Background: an optimization exercise with open tools, aiming at small area. Do not read the settings as production practice. RTL that was checked went through simulation tests only; none was proved equivalent to the original. Power is estimated from default activity; no workload was simulated.

==> wip/tundra <==
Design iso14443a_ctrl, start of the top module:
module iso14443a_ctrl #(
    parameter [15:0] TIMEOUT_RESET = 16'h0040,
    parameter [7:0]  STATUS_DATA   = 8'h80,
    parameter [7:0]  TXF_WAKE      = 8'h07,
    parameter [7:0]  TXF_ANTICOLL  = 8'h08,
    parameter [7:0]  TXF_SELECT    = 8'h28
) (
    input  wire         clk,
    input  wire         rst,
    input  wire         host_we,
    input  wire [11:0]  host_addr,
    input  wire [31:0]  host_wdata,
    output reg  [31:0]  host_rdata,
    input  wire         rx_avail,      
    input  wire [7:0]   rx_byte,       
    output wire         rx_pop,        
    output wire         rx_flush,      
    output wire         tx_valid,
    output wire [5:0]   tx_nbytes,     
    output wire [255:0] tx_frame,      
    input  wire         tick
);
make LEC_CHECK=0 CAP_MARGIN=20 CORE_MARGIN=2 CORE_UTILIZATION=40 SLEW_MARGIN=20 SYNTH_HIERARCHICAL=1 finish   # period 15.0 ns
run.sh (not shown) runs the stock make flow with config.mk's settings and CLKGATE_MAP_FILE= SYNTH_SCRIPT=/design/flow/synth_recipe.tcl, a recipe that flattens the netlist after the stock synthesis.
==> wip/garnet (differences from wip/tundra) <==
--- a/flow/design.v
+++ b/flow/design.v
@@ -45,14 +45,14 @@
     reg [7:0]  rx_status, rx_len, rx_cnt;
     reg [15:0] elapsed;
     reg [3:0]  op_latch;
     reg [7:0]  arg_latch;
     reg        op_stage;         
-    reg [7:0]  uidr [0:6];
+    wire [7:0] uidr [0:6];
     reg        casc;             
-    reg [7:0]  sak;              
-    reg [7:0]  atqa0, atqa1;
+    wire [7:0] sak;              
+    wire [7:0] atqa0, atqa1;
     wire [2047:0] rx_buf;
     assign rx_buf[2047:2040] = 8'h00;
     integer i;
     function [3:0] sak_family;
         input [7:0] s;
@@ -193,37 +193,36 @@
             wire wr = fb_app & (fb_len == g);
             iso14443a_ctrl_hw u (.clk(clk), .hold(~wr), .wr(wr), .d(arg_latch),
                                  .q(fb_payload[g]));
         end
     endgenerate
-    wire b0_ct = (buf0 == 8'h88);
-    always @(posedge clk) begin
-        if (ac1_acc) begin
-            casc <= b0_ct;
-            if (b0_ct) begin
-                uidr[0] <= buf1; uidr[1] <= buf2; uidr[2] <= buf3;
-            end else begin
-                uidr[0] <= buf0; uidr[1] <= buf1; uidr[2] <= buf2; uidr[3] <= buf3;
-            end
-        end
-        if (ac2_acc) begin
-            uidr[3] <= buf0; uidr[4] <= buf1; uidr[5] <= buf2; uidr[6] <= buf3;
-        end
-        if ((sel1_acc & ~casc) | sel2_acc)
-            sak <= resp_b0;
-    end
+    wire u0_wr  = ac1_acc | ac2_acc;
+    wire sak_wr = (sel1_acc & ~casc) | sel2_acc;
+    iso14443a_ctrl_hw u_uid0 (.clk(clk), .hold(~u0_wr),   .wr(u0_wr),   .d(buf0), .q(uidr[0]));
+    iso14443a_ctrl_hw u_uid1 (.clk(clk), .hold(~ac1_acc), .wr(ac1_acc), .d(buf1), .q(uidr[1]));
+    iso14443a_ctrl_hw u_uid2 (.clk(clk), .hold(~ac1_acc), .wr(ac1_acc), .d(buf2), .q(uidr[2]));
+    iso14443a_ctrl_hw u_uid3 (.clk(clk), .hold(~ac1_acc), .wr(ac1_acc), .d(buf3), .q(uidr[3]));
+    iso14443a_ctrl_hw u_uid4 (.clk(clk), .hold(~ac2_acc), .wr(ac2_acc), .d(buf1), .q(uidr[4]));
+    iso14443a_ctrl_hw u_uid5 (.clk(clk), .hold(~ac2_acc), .wr(ac2_acc), .d(buf2), .q(uidr[5]));
+    iso14443a_ctrl_hw u_uid6 (.clk(clk), .hold(~ac2_acc), .wr(ac2_acc), .d(buf3), .q(uidr[6]));
+    iso14443a_ctrl_hw u_sak  (.clk(clk), .hold(~sak_wr),  .wr(sak_wr),  .d(resp_b0), .q(sak));
+    wire atqa_wr   = wake_acc & ~rst;
+    wire atqa_hold = ~(wake_acc | issue_discover | rst);
+    iso14443a_ctrl_hw u_atqa0 (.clk(clk), .hold(atqa_hold), .wr(atqa_wr), .d(buf0),    .q(atqa0));
+    iso14443a_ctrl_hw u_atqa1 (.clk(clk), .hold(atqa_hold), .wr(atqa_wr), .d(resp_b1), .q(atqa1));
+    always @(posedge clk)
+        if (ac1_acc) casc <= (buf0 == 8'h88);
     always @(posedge clk) begin
         if (rst) begin
             busy <= 1'b0; done <= 1'b0; ok <= 1'b0; overrun <= 1'b0;
             fsm_state <= ST_IDLE; wake_try <= 1'b0;
             err_step <= STEP_NONE; err_cause <= C_NONE;
             bcc_check <= 1'b0; timeout <= TIMEOUT_RESET;
             fb_len <= 5'd0; fb_ovf <= 1'b0;
             rx_phase <= PH_IDLE; rx_status <= 8'h00; rx_len <= 8'h00; rx_cnt <= 8'h00;
             elapsed <= 16'h0000;
             op_latch <= 4'd0; arg_latch <= 8'h00; op_stage <= 1'b0;
-            atqa0 <= 8'h00; atqa1 <= 8'h00;
         end else begin
             if (issue) begin
                 op_stage <= 1'b1;
                 case (op_latch)
                     OP_FRESET: begin
@@ -250,11 +249,10 @@
                             ok <= 1'b1;
                         end
                     end
                     OP_RECV: ;
                     OP_DISCOVER: begin
-                        atqa0 <= 8'h00; atqa1 <= 8'h00;
                         wake_try <= 1'b0;
                     end
                     default: begin
                         err_step <= STEP_NONE; err_cause <= C_ILLEGAL;
                         busy <= 1'b0; done <= 1'b1; ok <= 1'b0;
@@ -290,11 +288,10 @@
             end
             if (disc_resp) begin
                 case (fsm_state)
                     ST_WAKE: begin
                         if (chk2 == C_NONE) begin
-                            atqa0 <= buf0; atqa1 <= resp_b1;
                         end else if (!wake_try) begin
                             wake_try <= 1'b1;
                         end else begin
                             fsm_state <= ST_FAILED;
                             err_step <= STEP_WAKE; err_cause <= chk2;
@@ -367,11 +364,12 @@
     wire        is_done = (fsm_state == ST_DONE);
     wire        is_uid7 = is_done & casc;
     wire [3:0]  uid_len = {1'b0, is_done, is_uid7, is_uid7};
     wire [3:0]  family  = is_done ? sak_family(sak) : 4'd0;
     wire [7:0]  sak_rd  = is_done ? sak : 8'h00;
-    wire [31:0] uid0_rd = is_done ? {uidr[3], uidr[2], uidr[1], uidr[0]} : 32'd0;
+    wire [31:0] uid0_rd = is_uid7 ? {uidr[0], uidr[3], uidr[2], uidr[1]} :
+                          is_done ? {uidr[3], uidr[2], uidr[1], uidr[0]} : 32'd0;
     wire [23:0] uid1_rd = is_uid7 ? {uidr[6], uidr[5], uidr[4]} : 24'd0;
     wire [31:0] status_word = {9'd0, err_cause, 1'b0, err_step, 3'd0, wake_try, 1'b0, fsm_state,
                                4'd0, overrun, ok, done, busy};
     reg [31:0] rd_regs;
     always @(*) begin
@@ -401,14 +399,28 @@
 module iso14443a_ctrl_hw (
     input  wire       clk,
     input  wire       hold,
     input  wire       wr,
     input  wire [7:0] d,
-    output reg  [7:0] q
+    output wire [7:0] q
+);
+    genvar b;
+    generate
+        for (b = 0; b < 8; b = b + 1) begin : bt
+            iso14443a_ctrl_hb u (.clk(clk), .hold(hold), .wr(wr), .d(d[b]), .q(q[b]));
+        end
+    endgenerate
+endmodule
+module iso14443a_ctrl_hb (
+    input  wire clk,
+    input  wire hold,
+    input  wire wr,
+    input  wire d,
+    output reg  q
 );
     always @(posedge clk)
-        q <= (q & {8{hold}}) | (d & {8{wr}});
+        q <= (q & hold) | (d & wr);
 endmodule
 module iso14443a_ctrl_rdmux (
     input  wire [63:0]   sel,
     input  wire [2047:0] data,
     output wire [31:0]   y
@@ -428,14 +440,15 @@
     iso14443a_ctrl_nand4v n1 (.a(t[4]),  .b(t[5]),  .c(t[6]),  .d(t[7]),  .y(o1));
     iso14443a_ctrl_nand4v n2 (.a(t[8]),  .b(t[9]),  .c(t[10]), .d(t[11]), .y(o2));
     iso14443a_ctrl_nand4v n3 (.a(t[12]), .b(t[13]), .c(t[14]), .d(t[15]), .y(o3));
     iso14443a_ctrl_nand3v n4 (.a(t[16]), .b(t[17]), .c(t[18]), .y(o4));
     iso14443a_ctrl_nand3v n5 (.a(t[19]), .b(t[20]), .c(t[21]), .y(o5));
-    wire [31:0] p0, p1;
-    iso14443a_ctrl_nor3v r0 (.a(o0), .b(o1), .c(o2), .y(p0));
-    iso14443a_ctrl_nor3v r1 (.a(o3), .b(o4), .c(o5), .y(p1));
-    iso14443a_ctrl_nand2v f (.a(p0), .b(p1), .y(y));
+    wire [31:0] p0, p1, p2;
+    iso14443a_ctrl_nor2v r0 (.a(o0), .b(o1), .y(p0));
+    iso14443a_ctrl_nor2v r1 (.a(o2), .b(o3), .y(p1));
+    iso14443a_ctrl_nor2v r2 (.a(o4), .b(o5), .y(p2));
+    iso14443a_ctrl_nand3v f (.a(p0), .b(p1), .c(p2), .y(y));
 endmodule
 module iso14443a_ctrl_aoi3 (
     input  wire [2:0]  s,
     input  wire [31:0] d0, d1, d2,
     output wire [31:0] y
@@ -449,8 +462,8 @@
     assign y = ~(a & b & c);
 endmodule
 module iso14443a_ctrl_nand4v (input wire [31:0] a, b, c, d, output wire [31:0] y);
     assign y = ~(a & b & c & d);
 endmodule
-module iso14443a_ctrl_nor3v (input wire [31:0] a, b, c, output wire [31:0] y);
-    assign y = ~(a | b | c);
+module iso14443a_ctrl_nor2v (input wire [31:0] a, b, output wire [31:0] y);
+    assign y = ~(a | b);
 endmodule
--- a/flow/config.mk
+++ b/flow/config.mk
@@ -5,8 +5,11 @@
 export SDC_FILE = /design/flow/constraint.sdc
 export NUM_CORES = 4
 export LEC_CHECK = 0
 export CAP_MARGIN = 20
 export CORE_MARGIN = 2
-export CORE_UTILIZATION = 40
+export CORE_UTILIZATION = 65
+export CTS_BUF_LIST = sky130_fd_sc_hd__clkbuf_8
+export CTS_CLUSTER_DIAMETER = 60
+export CTS_CLUSTER_SIZE = 16
 export SLEW_MARGIN = 20
 export SYNTH_HIERARCHICAL = 1
==> wip/violet (differences from wip/tundra) <==
--- a/flow/design.v
+++ b/flow/design.v
@@ -45,14 +45,14 @@
     reg [7:0]  rx_status, rx_len, rx_cnt;
     reg [15:0] elapsed;
     reg [3:0]  op_latch;
     reg [7:0]  arg_latch;
     reg        op_stage;         
-    reg [7:0]  uidr [0:6];
+    wire [7:0] uidr [0:6];
     reg        casc;             
-    reg [7:0]  sak;              
-    reg [7:0]  atqa0, atqa1;
+    wire [7:0] sak;              
+    wire [7:0] atqa0, atqa1;
     wire [2047:0] rx_buf;
     assign rx_buf[2047:2040] = 8'h00;
     integer i;
     function [3:0] sak_family;
         input [7:0] s;
@@ -193,37 +193,36 @@
             wire wr = fb_app & (fb_len == g);
             iso14443a_ctrl_hw u (.clk(clk), .hold(~wr), .wr(wr), .d(arg_latch),
                                  .q(fb_payload[g]));
         end
     endgenerate
-    wire b0_ct = (buf0 == 8'h88);
-    always @(posedge clk) begin
-        if (ac1_acc) begin
-            casc <= b0_ct;
-            if (b0_ct) begin
-                uidr[0] <= buf1; uidr[1] <= buf2; uidr[2] <= buf3;
-            end else begin
-                uidr[0] <= buf0; uidr[1] <= buf1; uidr[2] <= buf2; uidr[3] <= buf3;
-            end
-        end
-        if (ac2_acc) begin
-            uidr[3] <= buf0; uidr[4] <= buf1; uidr[5] <= buf2; uidr[6] <= buf3;
-        end
-        if ((sel1_acc & ~casc) | sel2_acc)
-            sak <= resp_b0;
-    end
+    wire u0_wr  = ac1_acc | ac2_acc;
+    wire sak_wr = (sel1_acc & ~casc) | sel2_acc;
+    iso14443a_ctrl_hw u_uid0 (.clk(clk), .hold(~u0_wr),   .wr(u0_wr),   .d(buf0), .q(uidr[0]));
+    iso14443a_ctrl_hw u_uid1 (.clk(clk), .hold(~ac1_acc), .wr(ac1_acc), .d(buf1), .q(uidr[1]));
+    iso14443a_ctrl_hw u_uid2 (.clk(clk), .hold(~ac1_acc), .wr(ac1_acc), .d(buf2), .q(uidr[2]));
+    iso14443a_ctrl_hw u_uid3 (.clk(clk), .hold(~ac1_acc), .wr(ac1_acc), .d(buf3), .q(uidr[3]));
+    iso14443a_ctrl_hw u_uid4 (.clk(clk), .hold(~ac2_acc), .wr(ac2_acc), .d(buf1), .q(uidr[4]));
+    iso14443a_ctrl_hw u_uid5 (.clk(clk), .hold(~ac2_acc), .wr(ac2_acc), .d(buf2), .q(uidr[5]));
+    iso14443a_ctrl_hw u_uid6 (.clk(clk), .hold(~ac2_acc), .wr(ac2_acc), .d(buf3), .q(uidr[6]));
+    iso14443a_ctrl_hw u_sak  (.clk(clk), .hold(~sak_wr),  .wr(sak_wr),  .d(resp_b0), .q(sak));
+    wire atqa_wr   = wake_acc & ~rst;
+    wire atqa_hold = ~(wake_acc | issue_discover | rst);
+    iso14443a_ctrl_hw u_atqa0 (.clk(clk), .hold(atqa_hold), .wr(atqa_wr), .d(buf0),    .q(atqa0));
+    iso14443a_ctrl_hw u_atqa1 (.clk(clk), .hold(atqa_hold), .wr(atqa_wr), .d(resp_b1), .q(atqa1));
+    always @(posedge clk)
+        if (ac1_acc) casc <= (buf0 == 8'h88);
     always @(posedge clk) begin
         if (rst) begin
             busy <= 1'b0; done <= 1'b0; ok <= 1'b0; overrun <= 1'b0;
             fsm_state <= ST_IDLE; wake_try <= 1'b0;
             err_step <= STEP_NONE; err_cause <= C_NONE;
             bcc_check <= 1'b0; timeout <= TIMEOUT_RESET;
             fb_len <= 5'd0; fb_ovf <= 1'b0;
             rx_phase <= PH_IDLE; rx_status <= 8'h00; rx_len <= 8'h00; rx_cnt <= 8'h00;
             elapsed <= 16'h0000;
             op_latch <= 4'd0; arg_latch <= 8'h00; op_stage <= 1'b0;
-            atqa0 <= 8'h00; atqa1 <= 8'h00;
         end else begin
             if (issue) begin
                 op_stage <= 1'b1;
                 case (op_latch)
                     OP_FRESET: begin
@@ -250,11 +249,10 @@
                             ok <= 1'b1;
                         end
                     end
                     OP_RECV: ;
                     OP_DISCOVER: begin
-                        atqa0 <= 8'h00; atqa1 <= 8'h00;
                         wake_try <= 1'b0;
                     end
                     default: begin
                         err_step <= STEP_NONE; err_cause <= C_ILLEGAL;
                         busy <= 1'b0; done <= 1'b1; ok <= 1'b0;
@@ -290,11 +288,10 @@
             end
             if (disc_resp) begin
                 case (fsm_state)
                     ST_WAKE: begin
                         if (chk2 == C_NONE) begin
-                            atqa0 <= buf0; atqa1 <= resp_b1;
                         end else if (!wake_try) begin
                             wake_try <= 1'b1;
                         end else begin
                             fsm_state <= ST_FAILED;
                             err_step <= STEP_WAKE; err_cause <= chk2;
@@ -367,11 +364,12 @@
     wire        is_done = (fsm_state == ST_DONE);
     wire        is_uid7 = is_done & casc;
     wire [3:0]  uid_len = {1'b0, is_done, is_uid7, is_uid7};
     wire [3:0]  family  = is_done ? sak_family(sak) : 4'd0;
     wire [7:0]  sak_rd  = is_done ? sak : 8'h00;
-    wire [31:0] uid0_rd = is_done ? {uidr[3], uidr[2], uidr[1], uidr[0]} : 32'd0;
+    wire [31:0] uid0_rd = is_uid7 ? {uidr[0], uidr[3], uidr[2], uidr[1]} :
+                          is_done ? {uidr[3], uidr[2], uidr[1], uidr[0]} : 32'd0;
     wire [23:0] uid1_rd = is_uid7 ? {uidr[6], uidr[5], uidr[4]} : 24'd0;
     wire [31:0] status_word = {9'd0, err_cause, 1'b0, err_step, 3'd0, wake_try, 1'b0, fsm_state,
                                4'd0, overrun, ok, done, busy};
     reg [31:0] rd_regs;
     always @(*) begin
@@ -428,14 +426,15 @@
     iso14443a_ctrl_nand4v n1 (.a(t[4]),  .b(t[5]),  .c(t[6]),  .d(t[7]),  .y(o1));
     iso14443a_ctrl_nand4v n2 (.a(t[8]),  .b(t[9]),  .c(t[10]), .d(t[11]), .y(o2));
     iso14443a_ctrl_nand4v n3 (.a(t[12]), .b(t[13]), .c(t[14]), .d(t[15]), .y(o3));
     iso14443a_ctrl_nand3v n4 (.a(t[16]), .b(t[17]), .c(t[18]), .y(o4));
     iso14443a_ctrl_nand3v n5 (.a(t[19]), .b(t[20]), .c(t[21]), .y(o5));
-    wire [31:0] p0, p1;
-    iso14443a_ctrl_nor3v r0 (.a(o0), .b(o1), .c(o2), .y(p0));
-    iso14443a_ctrl_nor3v r1 (.a(o3), .b(o4), .c(o5), .y(p1));
-    iso14443a_ctrl_nand2v f (.a(p0), .b(p1), .y(y));
+    wire [31:0] p0, p1, p2;
+    iso14443a_ctrl_nor2v r0 (.a(o0), .b(o1), .y(p0));
+    iso14443a_ctrl_nor2v r1 (.a(o2), .b(o3), .y(p1));
+    iso14443a_ctrl_nor2v r2 (.a(o4), .b(o5), .y(p2));
+    iso14443a_ctrl_nand3v f (.a(p0), .b(p1), .c(p2), .y(y));
 endmodule
 module iso14443a_ctrl_aoi3 (
     input  wire [2:0]  s,
     input  wire [31:0] d0, d1, d2,
     output wire [31:0] y
@@ -449,8 +448,8 @@
     assign y = ~(a & b & c);
 endmodule
 module iso14443a_ctrl_nand4v (input wire [31:0] a, b, c, d, output wire [31:0] y);
     assign y = ~(a & b & c & d);
 endmodule
-module iso14443a_ctrl_nor3v (input wire [31:0] a, b, c, output wire [31:0] y);
-    assign y = ~(a | b | c);
+module iso14443a_ctrl_nor2v (input wire [31:0] a, b, output wire [31:0] y);
+    assign y = ~(a | b);
 endmodule
--- a/flow/config.mk
+++ b/flow/config.mk
@@ -5,8 +5,11 @@
 export SDC_FILE = /design/flow/constraint.sdc
 export NUM_CORES = 4
 export LEC_CHECK = 0
 export CAP_MARGIN = 20
 export CORE_MARGIN = 2
-export CORE_UTILIZATION = 40
+export CORE_UTILIZATION = 65
+export CTS_BUF_LIST = sky130_fd_sc_hd__clkbuf_16
+export CTS_CLUSTER_DIAMETER = 60
+export CTS_CLUSTER_SIZE = 30
 export SLEW_MARGIN = 20
 export SYNTH_HIERARCHICAL = 1
==> comparison <==
- Against wip/garnet, the combinational power of wip/violet is larger by about 6%.
- In sequential power, wip/tundra and wip/violet hardly differ.
- The lowest utilization belongs to wip/tundra, the highest to wip/garnet.
- Against wip/violet, the worst hold slack of wip/garnet is worse by 0.011 ns.
Function not checked in wip/tundra: the RTL went through the layout flow alone.

==> afterwards: timing with drivers on the ports <==
The flow's constraints put no driver on any port. The routed layouts listed below were extracted and timed again, unchanged, in two steps.
Step 1, drivers: a clkbuf_16 drives clk and a buf_2 each remaining input, both assumed.
Step 2 moves the port delays by t, midway between the first and last clock arrival at a register: inputs arrive t later, outputs are due t later. That takes back most of the time a late clock gives input paths.
Three values: no drivers, after step 1, after step 2; two values: the first two.
run	t, ns	slack for setup (ns)	pins driven straight from the clock port
wip/tundra	0.969	2.816 / 2.661 / 2.661	1
wip/garnet	1.033	3.292 / 3.269 / 3.269	1
wip/violet	0.877	3.234 / 3.101 / 3.101	1
After both steps every run listed still meets setup and hold. The setup slack of wip/tundra, which loses most, moves by -0.155 ns with the drivers and by -0.155 ns with both steps.
